Source: an optimization exercise on an open RTL-to-GDS flow (aim: small area). Production flows keep margins and buffers that such runs may drop.
Only simulation tests tie the RTL to the original design; equivalence was not proved.
Power is estimated from default activity; no workload was simulated.

<file path="design/flow/config.mk">
export PLATFORM = sky130hd
export DESIGN_NAME = scfd
export DESIGN_NICKNAME = scfd
export VERILOG_FILES = /design/flow/design.v
export SDC_FILE = /design/flow/constraint.sdc
export NUM_CORES = 4
export LEC_CHECK = 0
export CAP_MARGIN = 20
export CORE_MARGIN = 2
export CORE_UTILIZATION = 40
export PLACE_DENSITY = 0.6
export SLEW_MARGIN = 20
</file>
<file path="design/flow/constraint.sdc">
create_clock -name core_clock -period 10.0 [get_ports {clk}]
set_input_delay 2.0000 -clock core_clock [delete_from_list [all_inputs] [get_ports {clk}]]
set_output_delay 2.0000 -clock core_clock [all_outputs]
set_load 0.01 [all_outputs]
</file>
<file path="design/flow/design.v">
`timescale 1ns/1ps
module scfd #(
    parameter MAX_FRAME = 128,
    parameter T_SETTLE  = 16
) (
    input  wire       clk,
    input  wire       rst,
    input  wire       rx_valid,
    input  wire [7:0] rx_data,
    output wire       tx_valid,
    output wire [7:0] tx_data,
    input  wire       tx_ready,
    output wire       bus_cs,
    output wire       bus_valid,
    output wire       bus_we,
    output wire [7:0] bus_wdata,
    input  wire       bus_ready,
    input  wire [7:0] bus_rdata,
    input  wire       bus_fail
);
    localparam [7:0] HEADER = 8'h7E;
    localparam [7:0] TAIL   = 8'h7F;
    localparam [6:0] CLAMP  = MAX_FRAME - 10;    
    localparam integer L    = MAX_FRAME - 7;     
    localparam [3:0] S_IDLE = 4'd0;
    localparam [3:0] S_ROT  = 4'd1;    
    localparam [3:0] S_B0   = 4'd2;    
    localparam [3:0] S_B1   = 4'd3;    
    localparam [3:0] S_B2   = 4'd4;    
    localparam [3:0] S_B3   = 4'd5;    
    localparam [3:0] S_SET  = 4'd6;    
    localparam [3:0] S_T0   = 4'd8;    
    localparam [3:0] S_T1   = 4'd9;    
    localparam [3:0] S_T2   = 4'd10;   
    localparam [3:0] S_T3   = 4'd11;   
    localparam [3:0] S_T4   = 4'd12;   
    localparam [1:0] K_NACK = 2'd0;
    localparam [1:0] K_WR   = 2'd1;
    localparam [1:0] K_RD   = 2'd2;
    localparam [1:0] K_VF   = 2'd3;
    reg        coll;        
    reg  [6:0] ac;          
    reg  [7:0] acc;         
    reg        wsel;        
    reg        cv;          
    reg  [2:0] c3;          
    reg  [7:0] p0, p1, p3;
    reg        p2z;         
    reg  [3:0] st;
    wire [6:0] idx       = ac + 7'd1;                  
    wire       ovf       = (ac == 7'd127);
    wire       app       = rx_valid && coll && !ovf;   
    wire       completes = app && (rx_data == TAIL) && (ac >= 7'd2);
    wire       hand_off  = completes && (acc == 8'd0) && (st == S_IDLE);
    wire       c_is7     = cv && (c3 == 3'd6);
    wire       c_is2     = cv && (c3 == 3'd1);
    wire       in_data   = (idx >= 7'd6) || (c_is2 && idx >= 7'd4) ||
                           (c_is7 && idx >= 7'd3);
    wire       col_shift = app && !completes && in_data;
    always @(posedge clk) begin
        if (rst) begin
            coll <= 1'b0;
        end else if (rx_valid) begin
            if (!coll) begin
                coll <= (rx_data == HEADER);
            end else if (ovf || completes) begin
                coll <= 1'b0;
            end
        end
    end
    always @(posedge clk) begin
        if (rx_valid) begin
            if (!coll) begin
                ac  <= 7'd0;
                acc <= rx_data;
            end else begin
                ac  <= idx;
                acc <= acc ^ rx_data;
            end
        end
    end
    always @(posedge clk) begin
        if (app) begin
            if (idx == 7'd1) begin
                cv <= (rx_data[7:4] == 4'd0) && (rx_data[3:0] != 4'd0) &&
                      (rx_data[3:0] <= 4'd8);
                c3 <= rx_data[2:0] - 3'd1;
            end
            if (idx == 7'd2) p0  <= rx_data;
            if (idx == 7'd3) p1  <= rx_data;
            if (idx == 7'd4) p2z <= (rx_data == 8'd0);
            if (idx == 7'd5) p3  <= rx_data;
        end
    end
    always @(posedge clk) begin
        if (rst)
            wsel <= 1'b0;
        else if (hand_off)
            wsel <= ~wsel;
    end
    wire [6:0]  plen    = ac - 7'd2;    
    wire        blk_ok  = (plen >= 7'd4) && p2z && ({1'b0, p3[6:0]} == {1'b0, plen - 7'd4}) && !p3[7];
    wire        pid_ok  = (p0[7:2] == 6'd0);
    wire [6:0]  ra_size = (p2z && p3 <= {1'b0, CLAMP}) ? p3[6:0] : CLAMP;
    wire [6:0]  cl_size = (p0 == 8'd0 && p1 <= {1'b0, CLAMP}) ? p1[6:0] : CLAMP;
    reg  [1:0]  d_kind;
    reg         d_ones, d_rd1;
    reg  [15:0] d_addr;
    reg  [6:0]  d_cnt;
    always @(*) begin
        d_kind = K_NACK;
        d_ones = 1'b0;
        d_rd1  = 1'b0;
        d_addr = {p0, p1};
        d_cnt  = 7'd0;
        if (cv) begin
            case (c3)
                3'd0: if (plen == 7'd2) begin d_kind = K_RD; d_cnt = 7'd1; d_rd1 = 1'b1; end
                3'd1: if (plen == 7'd3) begin d_kind = K_WR; d_cnt = 7'd1; end
                3'd2: if (plen == 7'd4) begin d_kind = K_RD; d_cnt = ra_size; end
                3'd3: if (blk_ok)       begin d_kind = K_WR; d_cnt = p3[6:0]; end
                3'd4: if (plen == 7'd2) begin
                    d_kind = K_WR; d_cnt = cl_size; d_ones = 1'b1; d_addr = 16'h0000;
                end
                3'd5: if (blk_ok)       begin d_kind = K_VF; d_cnt = p3[6:0]; end
                3'd6: if (plen == 7'd65 && pid_ok) begin
                    d_kind = K_WR; d_cnt = 7'd64; d_addr = {8'h01, p0[1:0], 6'd0};
                end
                default: if (plen == 7'd1 && pid_ok) begin
                    d_kind = K_RD; d_cnt = 7'd64; d_addr = {8'h01, p0[1:0], 6'd0};
                end
            endcase
        end
    end
    reg  [1:0]  kind;
    reg         ones, rd1;
    reg  [15:0] addr;
    reg  [6:0]  cnt;
    reg  [6:0]  tmr;
    reg         bad, mism;
    reg  [7:0]  csum;
    reg  [8*L-1:0] qa, qb;
    wire [7:0]  tail_a = qa[8*L-1 -: 8];
    wire [7:0]  tail_b = qb[8*L-1 -: 8];
    wire [7:0]  tail   = wsel ? tail_a : tail_b;    
    wire xfer     = bus_ready && (st == S_B0 || st == S_B1 || st == S_B2 || st == S_B3);
    wire dx       = bus_ready && (st == S_B3);       
    wire tx_acc   = tx_ready && tx_valid;
    wire has_pay  = bad || (kind == K_NACK) || (kind == K_RD && cnt != 7'd0);
    wire err_pay  = bad || (kind == K_NACK);
    wire last_rd  = (tmr + 7'd1 == cnt);
    wire d_rot    = (st == S_ROT && tmr != 7'd0) ||
                    (dx && kind != K_RD) ||
                    (st == S_T2 && tx_ready && !err_pay);
    wire d_rdin   = dx && kind == K_RD;
    wire d_shift  = d_rot || d_rdin;
    wire [7:0] d_in = d_rdin ? bus_rdata : tail;
    always @(posedge clk) begin
        if (wsel ? col_shift : d_shift)
            qb <= {qb[8*L-9:0], wsel ? rx_data : d_in};
        if (wsel ? d_shift : col_shift)
            qa <= {qa[8*L-9:0], wsel ? d_in : rx_data};
    end
    always @(posedge clk) begin
        if (rst) begin
            st <= S_IDLE;
        end else begin
            case (st)
                S_IDLE: if (hand_off) begin
                    st <= (d_kind == K_RD && d_cnt != 7'd0) ? S_B0 : S_ROT;
                end
                S_ROT: if (tmr == 7'd0) begin
                    st <= (kind == K_RD || cnt == 7'd0) ? S_T0 : S_B0;
                end
                S_B0: if (bus_ready) st <= S_B1;
                S_B1: if (bus_ready) st <= S_B2;
                S_B2: if (bus_ready) st <= S_B3;
                S_B3: if (bus_ready) begin
                    if (kind == K_WR)
                        st <= S_SET;
                    else if (last_rd)
                        st <= S_ROT;
                end
                S_SET: if (tmr == T_SETTLE - 1) st <= (cnt == 7'd0 || bad) ? S_T0 : S_B0;
                S_T0: if (tx_ready) st <= S_T1;
                S_T1: if (tx_ready) st <= has_pay ? S_T2 : S_T3;
                S_T2: if (tx_ready && (err_pay || last_rd)) st <= S_T3;
                S_T3: if (tx_ready) st <= S_T4;
                S_T4: if (tx_ready) st <= S_IDLE;
                default: st <= S_IDLE;
            endcase
        end
    end
    always @(posedge clk) begin
        case (st)
            S_IDLE: if (hand_off) begin
                kind <= d_kind;
                ones <= d_ones;
                rd1  <= d_rd1;
                addr <= d_addr;
                cnt  <= d_cnt;
                bad  <= 1'b0;
                mism <= 1'b0;
                tmr  <= (d_kind == K_RD) ? 7'd0 : (L - 1) - d_cnt;
            end
            S_ROT: if (tmr != 7'd0) tmr <= tmr - 7'd1;
            S_B3: if (bus_ready) begin
                bad <= bus_fail;
                if (kind == K_WR) begin
                    cnt  <= cnt - 7'd1;
                    addr <= addr + 16'd1;
                    tmr  <= 7'd0;
                end else begin
                    if (bus_rdata != tail) mism <= 1'b1;
                    if (last_rd) begin
                        tmr <= (kind == K_RD && !bus_fail) ? L - cnt : 7'd0;
                        if (kind == K_VF) cnt <= 7'd0;
                    end else begin
                        tmr <= tmr + 7'd1;
                    end
                end
            end
            S_SET: tmr <= tmr + 7'd1;
            S_T2: if (tx_ready) tmr <= tmr + 7'd1;
            default: ;
        endcase
    end
    assign bus_cs    = (st == S_B0 || st == S_B1 || st == S_B2 || st == S_B3);
    assign bus_valid = bus_cs;
    assign bus_we    = (st != S_B3) || (kind == K_WR);
    assign bus_wdata = (st == S_B0) ? {6'd0, 1'b1, kind != K_WR} :
                       (st == S_B1) ? addr[15:8] :
                       (st == S_B2) ? addr[7:0] :
                       ones ? 8'hFF : tail;
    reg [7:0] code_byte;
    always @(*) begin
        if (bad || kind == K_NACK) code_byte = 8'h11;
        else if (kind == K_WR)     code_byte = 8'h10;
        else if (kind == K_RD)     code_byte = rd1 ? 8'h12 : 8'h13;
        else                       code_byte = mism ? 8'h15 : 8'h14;
    end
    assign tx_valid = st[3];
    assign tx_data  = (st == S_T0) ? HEADER :
                      (st == S_T1) ? code_byte :
                      (st == S_T2) ? (err_pay ? (bad ? 8'h04 : 8'h01) : tail) :
                      (st == S_T3) ? csum : TAIL;
    always @(posedge clk) begin
        if (tx_ready) begin
            if (st == S_T0)
                csum <= HEADER;
            else if (st == S_T1 || st == S_T2)
                csum <= csum ^ tx_data;
        end
    end
endmodule
</file>
<file path="design/flow/run.sh">
#!/bin/bash
# synth_recipe.tcl (not shown) runs the flow's synth.tcl, then flattens the netlist and writes it again
# the make line also repeats each setting of config.mk as NAME=value (left out here)
make -C /OpenROAD-flow-scripts/flow DESIGN_CONFIG=/design/flow/config.mk WORK_HOME=/design/flow/orfs CLKGATE_MAP_FILE= SYNTH_SCRIPT=/design/flow/synth_recipe.tcl finish
</file>
==> results.cfg, run 1 <==
[floorplan]
rows = 148
fp.dieW_um = 409.2
dieArea_um2 = 167500
chipHeight_um = 409.2
start_util = 0.4031
ioPinCount = 42
coreArea_um2 = 163000

[timing]
rsz0062_at_grt = false
slew_headroom = 0.3137
timing.fmax_ghz = 0.1655
tightestPinTransition_ns = 1.029
hold_viol_final = 0
maxSlewViolCount = 0
fin_crit_sh = 0.6042
setup_tns_ns = 0
setup_slack_ns = 3.958
min_period_ns = 6.042
setup_viol_count_final = 0
skew_ns = 0.04727

[drt]
drt-vias-per-instance = 4.767
drtAntennaViolNets = 0
dr.pass1.iters = 6
wl_per_cell_um = 17.49
drt-initial-drc-count = 3026
vias = 25480
wl_um = 93480
drc = 0

[clock_tree]
cts_sinks = 2030
cts_tree = done
h-tree-depth = 4
clk_latency_ns = 0.81
cts-buffers-inserted = 192
clkSlewWorstSetupHoldPaths_ns = 0.06
cts_setup_buffers = 0
cts-root-buf = clkbuf_16
cts_buffer_depth = 3
holdBufCountCts = 0
cts_resized = 0

[logic_synthesis]
yosys_warnings = 1
async_flop_share = 0
syn-num-nets = 2855
synth_edf_count = 2024
synth_cell_types = 68
syn-cell-area_um2 = 65680
synth_seq_cells = 2030
postSynthAreaPerCell_um2 = 23.41
syn_inst = 2806
synth-seq-area-share = 0.9272
synthFlopType = edfxtp_1

[cells_and_area]
finalNetCount = 3061
final_cell_mix = edfxtp_1, clkbuf_16, nand2_1
ff_latch_area_um2 = 60900
multiInputGateArea_um2 = 4483
syn_to_final_growth_pct = 14.07
fill_cells = 13400
final_common_cell = edfxtp_1
layout-drive-gt1-share = 0.09530

[hold_path]
min_path_type = reg -> reg

[grt]
grt_pass1_wl_um = 142400
overflow = 0
grt_usage = 0.1092
grt_max_degree = 210
grt_pass1_vias = 23850
antenna_found_initial = 8

[worst_setup_path]
cp_slowest_cell = clkdlybuf4s50_1
endpoint_kind = primary output
cp_slowest_stage_delay_ns = 0.64
critPathKind = reg -> out
critical_path_arrival_ns = 4.04
crit_fanout = 32
cp.required_ns = 8.00
start_kind = register
path_cells = buf_4 > inv_1 > nor2_1 > nand2_1 > nor2_1 > inv_1 > clkdlybuf4s50_1

[outcome]
outcome = timing/DRC/antenna clean

[power]
p_leak_nw = 18.03
power.density_nw_per_um2 = 214.9
ir_drop_uv = 162.1

[placed_design]
dp_hpwl_um = 48940
dp_slack_ns = 4.230
gp_congestion = 0.8889
portBuffers = 41

[job]
maxCapViolCount = 0
metrics by stage:
| step | total power, mW | utilization | hold slack [ns] | area [um2] | instances |
|---|---|---|---|---|---|
| CTS | 16.37 | 0.4597 | 0.4011 | 74910 | 5344 |
| global placement | 9.455 | 0.4230 | 0.4003 | 68930 | 4993 |
| global route | 16.69 | 0.4598 | 0.4083 | 74920 | 5345 |
| finish | 16.10 | 0.4598 | 0.4024 | 74920 | 5345 |
| detailed placement | 9.456 | 0.4230 | 0.4045 | 68930 | 4993 |
| floorplan | 9.432 | - | 0.4003 | 65740 | 2806 |
Yosys cell counts (all sizes together) (12+ instances only):
cell / count / area share
nor3: 31 / 0.0024
nand3: 43 / 0.0033
inv: 36 / 0.0021
mux2i: 25 / 0.0038
nor2: 57 / 0.0033
and2: 17 / 0.0016
o22ai: 20 / 0.0019
clkbuf: 43 / 0.0025
xor2: 24 / 0.0032
ha: 27 / 0.0051
xnor2: 49 / 0.0065
nor4: 12 / 0.0011
o21ai: 72 / 0.0055
nand2: 98 / 0.0056
edfxtp: 2024 / 0.93
a21oi: 45 / 0.0034
per-layer routing:
| metal | track usage | vias to the layer above | wire [um] |
|---|---|---|---|
| li1 | - | 11600 | - |
| met1 | 0.1897 | 12990 | 50920 |
| met2 | 0.1162 | 702 | 32370 |
| met3 | 0.04113 | 177 | 7996 |
| met4 | 0.03765 | 16 | 1996 |
| met5 | 0.005460 | - | 198 |
kinds of logic (layout without fill, tap and decap cells):
group,count (synthesis),in the layout,synth area share
flops,2030,2030,0.9272
simple gates,334,334,0.02526
compound gates,227,227,0.02250
buf+inv,86,449,0.005162
xor+xnor,76,76,0.01076
fa+ha+maj,27,27,0.005143
mux,26,26,0.003981
other cells,0,1,0
cell type report:
| class | count | area share |
|---|---|---|
| well taps | 2175 | 0.03632 |
| inverters | 36 | 0.001804 |
| clock inverters | 111 | 0.01281 |
| flip-flops and latches | 2030 | 0.8128 |
| diodes | 1 | 0.00003340 |
| repair buffers | 62 | 0.009252 |
| multi-input cells | 690 | 0.05984 |
| clock buffers | 240 | 0.06710 |
state kept, by name, summed over array words and instances (netlist names), 2 cells and up:
signal / cells
ac: 7
acc: 8
addr: 16
c3: 3
cnt: 7
csum: 8
kind: 2
p0: 8
p1: 8
p3: 8
qa: 968
qb: 968
st: 4
tmr: 7
final timing paths:
kind	start	endpoint	slack (ns)	depth (start not counted)
max reg2reg	ac[1]$_SDFFCE_PN0P_	tmr[6]$_DFFE_PP_	4.65	19
min reg2reg	qa[723]$_DFFE_PP_	qa[731]$_DFFE_PP_	0.40	0
max	st[0]$_SDFFE_PP0P_	bus_we	3.96	7
min	qa[723]$_DFFE_PP_	qa[731]$_DFFE_PP_	0.40	0
critical path: cells and delay by family (launching register included):
kind / cells / cell delay (ns)
buf+inv: 4 / 1.40
flops: 1 / 0.31
simple gates: 3 / 1.53
power breakdown:
group	internal [mW]	total, mW	leakage (nW)	switching, mW
clock network	3.84	6.83	2.91	2.98
registers	9.22	9.22	13.0	0.00422
logic	0.0203	0.0524	2.10	0.0322
total	13.1	16.1	18.0	3.02
==> run 2: changes to the inputs <==
--- a/design/flow/config.mk
+++ b/design/flow/config.mk
@@ -9,4 +9,7 @@
 export CORE_MARGIN = 2
-export CORE_UTILIZATION = 40
-export PLACE_DENSITY = 0.6
+export CORE_UTILIZATION = 75
+export CTS_BUF_LIST = sky130_fd_sc_hd__clkbuf_4 sky130_fd_sc_hd__clkbuf_8
+export CTS_CLUSTER_DIAMETER = 60
+export CTS_CLUSTER_SIZE = 20
+export PLACE_DENSITY = 0.85
 export SLEW_MARGIN = 20
==> run 2 against run 1 <==
Against the previous run: still clean on timing, DRC and antenna; via count up 0.82%; global-route usage up 12 points; maximum frequency down 6.9%; sequential share of layout area up 6.1 points; sequential power about the same; register-to-register slack worse by 0.97 ns; synthesized area unchanged.
==> results.cfg, run 2 <==
[cells_and_area]
final_common_cell = edfxtp_1
layout-drive-gt1-share = 0.06707
syn_to_final_growth_pct = 6.048
final_util = 0.8029
finalNetCount = 2986
top_regs = qa: 968 flops, qb: 968 flops, addr: 16 flops
final_cell_mix = edfxtp_1, clkbuf_8, nand2_1
final_area_um2 = 69650
multiInputGateArea_um2 = 4483
ff_latch_area_um2 = 60900
fill_cells = 3928

[logic_synthesis]
async_flop_share = 0
synth_top_cells_by_area = edfxtp_1, xnor2_1, nand2_1
synth-seq-area-share = 0.9272
syn-num-nets = 2855
yosysMostFrequentCell = edfxtp_1
synthTopCellsByCount = edfxtp_1, nand2_1, o21ai_0
syn-cell-area_um2 = 65680
synth_cell_types = 68
synthFlopType = edfxtp_1
syn_inst = 2806
postSynthAreaPerCell_um2 = 23.41
yosys_warnings = 1
synth_edf_count = 2024
synth_seq_cells = 2030
synth.top_cell.area_share = 0.9254
synth_top_area_cell = edfxtp_1

[timing]
setup_tns_ns = 0
maxSlewViolCount = 0
setup_viol_count_final = 0
min_period_ns = 6.493
fin_crit_sh = 0.6493
timing.fmax_ghz = 0.1540
hold_viol_final = 0
tightestPinTransition_ns = 1.116
slew_headroom = 0.2561
skew_ns = 0.04430
setup_slack_ns = 3.507
rsz0062_at_grt = false
hold_ws_ns = 0.4107

[floorplan]
rows = 108
start_util = 0.7571
fp.dieW_um = 299.9
dieArea_um2 = 89960
ioPinCount = 42
coreArea_um2 = 86750
chipHeight_um = 299.9

[worst_setup_path]
crit_fanout = 32
cp.required_ns = 8.00
r2r_cells = 10
rr_startpoint = st[0]$_SDFFE_PP0P_
start_kind = register
critPathKind = reg -> out
reg2reg_to = qb[110]$_DFFE_PP_
critical_path_arrival_ns = 4.49
reg2reg_slack_ns = 3.68
endpoint_kind = primary output

[power]
p_leak_nw = 16.15
ir_drop_uv = 169.1
power.density_nw_per_um2 = 183.2

[clock_tree]
clk_latency_ns = 0.80
cts_sinks = 2030
holdBufCountCts = 0
cts-root-buf = clkbuf_8
cts_resized = 0
cts_tree = done
cts_setup_buffers = 0
cts_buffer_depth = 3
h-tree-depth = 3
clkSlewWorstSetupHoldPaths_ns = 0.12
cts-buffers-inserted = 117

[drt]
drtAntennaViolNets = 0
wl_um = 101200
drc = 0
drt-vias-per-instance = 6.202
vias = 25690
dr.pass1.iters = 6
drt-initial-drc-count = 3215
wl_per_cell_um = 24.44

[job]
maxCapViolCount = 0

[grt]
antenna_found_initial = 4
grt_usage = 0.2253
grt_pass1_vias = 24450
grt_max_degree = 211
overflow = 0
grt_pass1_wl_um = 149300

[placed_design]
portBuffers = 41
dp_hpwl_um = 59790
gp_congestion = 0.9079
placed_area_um2 = 67600
dp_slack_ns = 3.612

[hold_path]
worstHoldEndpoint = qb[773]$_DFFE_PP_
hold_depth = 0
min_path_type = reg -> reg
min_from = qb[765]$_DFFE_PP_

[outcome]
outcome = timing/DRC/antenna clean
run 2: cell count changes in the layout (fill, tap and decap cells not counted), sizes merged:
cell / previous run / this run
bufinv: 10 / 2
diode: 1 / 5
clkbuf: 240 / 136
clkinv: 86 / 14
inv: 45 / 42
run 2: layout make-up:
type | count | area share
clock inverter | 28 | 0.003593
tap | 1155 | 0.02075
inverter | 36 | 0.001940
sequential | 2030 | 0.8743
antenna | 5 | 0.0001796
timing repair buffer | 62 | 0.009341
clock buffer | 136 | 0.02553
multi-input combinational | 690 | 0.06436
run 2: kinds of logic after synthesis:
kind of cell	synth area share
mux	0.003981
compound gates	0.02250
buf+inv	0.005162
fa+ha+maj	0.005143
flops	0.9272
xor+xnor	0.01076
simple gates	0.02526
run 2: power breakdown:
| part | total [mW] | switching [mW] | leakage [nW] | internal (mW) |
|---|---|---|---|---|
| registers | 9.21 | 0.00485 | 13.0 | 9.21 |
| logic | 0.0568 | 0.0365 | 2.09 | 0.0203 |
| clock network | 3.49 | 2.26 | 1.05 | 1.24 |
run 2: worst max-delay path by stage:
| stage | from | end | slack (ns) |
|---|---|---|---|
| final | st[0]$_SDFFE_PP0P_ | bus_we | 3.51 |
| after global routing | st[0]$_SDFFE_PP0P_ | qb[599]$_DFFE_PP_ | 3.05 |
| after CTS | st[0]$_SDFFE_PP0P_ | bus_we | 3.58 |
| after detailed placement | rx_valid | qb[94]$_DFFE_PP_ | 3.61 |
| after global placement | rx_valid | qb[166]$_DFFE_PP_ | 3.90 |
| after floorplan | rx_data[2] | qb[0]$_DFFE_PP_ | -8.93 |
run 2: worst max-delay path, cell delays in order, from the launching register on:
cell and delay [ns]:
dfxtp_1 0.98, inv_1 0.42, nor2_1 0.42, nand2_1 0.62, nor2_1 0.53, inv_1 0.18, clkdlybuf4s50_1 0.55
run 2: through the flow:
step                      total power [mW]  cells
after floorplan                      9.432   2806
after global placement               9.456   3973
after detailed placement             9.459   3973
after CTS                            12.88   4137
after global routing                 13.17   4139
final                                12.76   4142
run 2: layer usage:
metal	part of all wire	track usage
met1	0.43	0.3598
met2	0.45	0.3271
met3	0.097	0.05643
met4	0.016	0.05345
met5	0.00043	0

[static timing again, ports no longer ideal]
How much do the figures lean on ideal ports? The routed layouts below were timed once more, with nothing changed but the port constraints.
Step 1: set_driving_cell puts a clkbuf_16 on clk and a buf_2 on each other input, an assumption about the parent block.
Step 2 adds t to the input delays and takes it off the output delays; t is the mean of the earliest and latest rising clock arrival at the registers after step 1. Input paths then give back, and output paths get back, about the clock's delay inside the block.
Slacks: no drivers / after step 1 / after step 2; pairs: no drivers / after step 1.
run	t (ns)	setup slack, ns	worst setup path after step 2	slew at the worst register clock pin (ns)	worst data-port slew with drivers (ns)
run 1	0.864	3.958 / 3.879 / 4.204	input to register	0.07 / 0.07	0.13
run 2	0.843	3.507 / 3.444 / 3.602	input to register	0.12 / 0.12	0.06
After both steps every run listed still meets setup and hold.
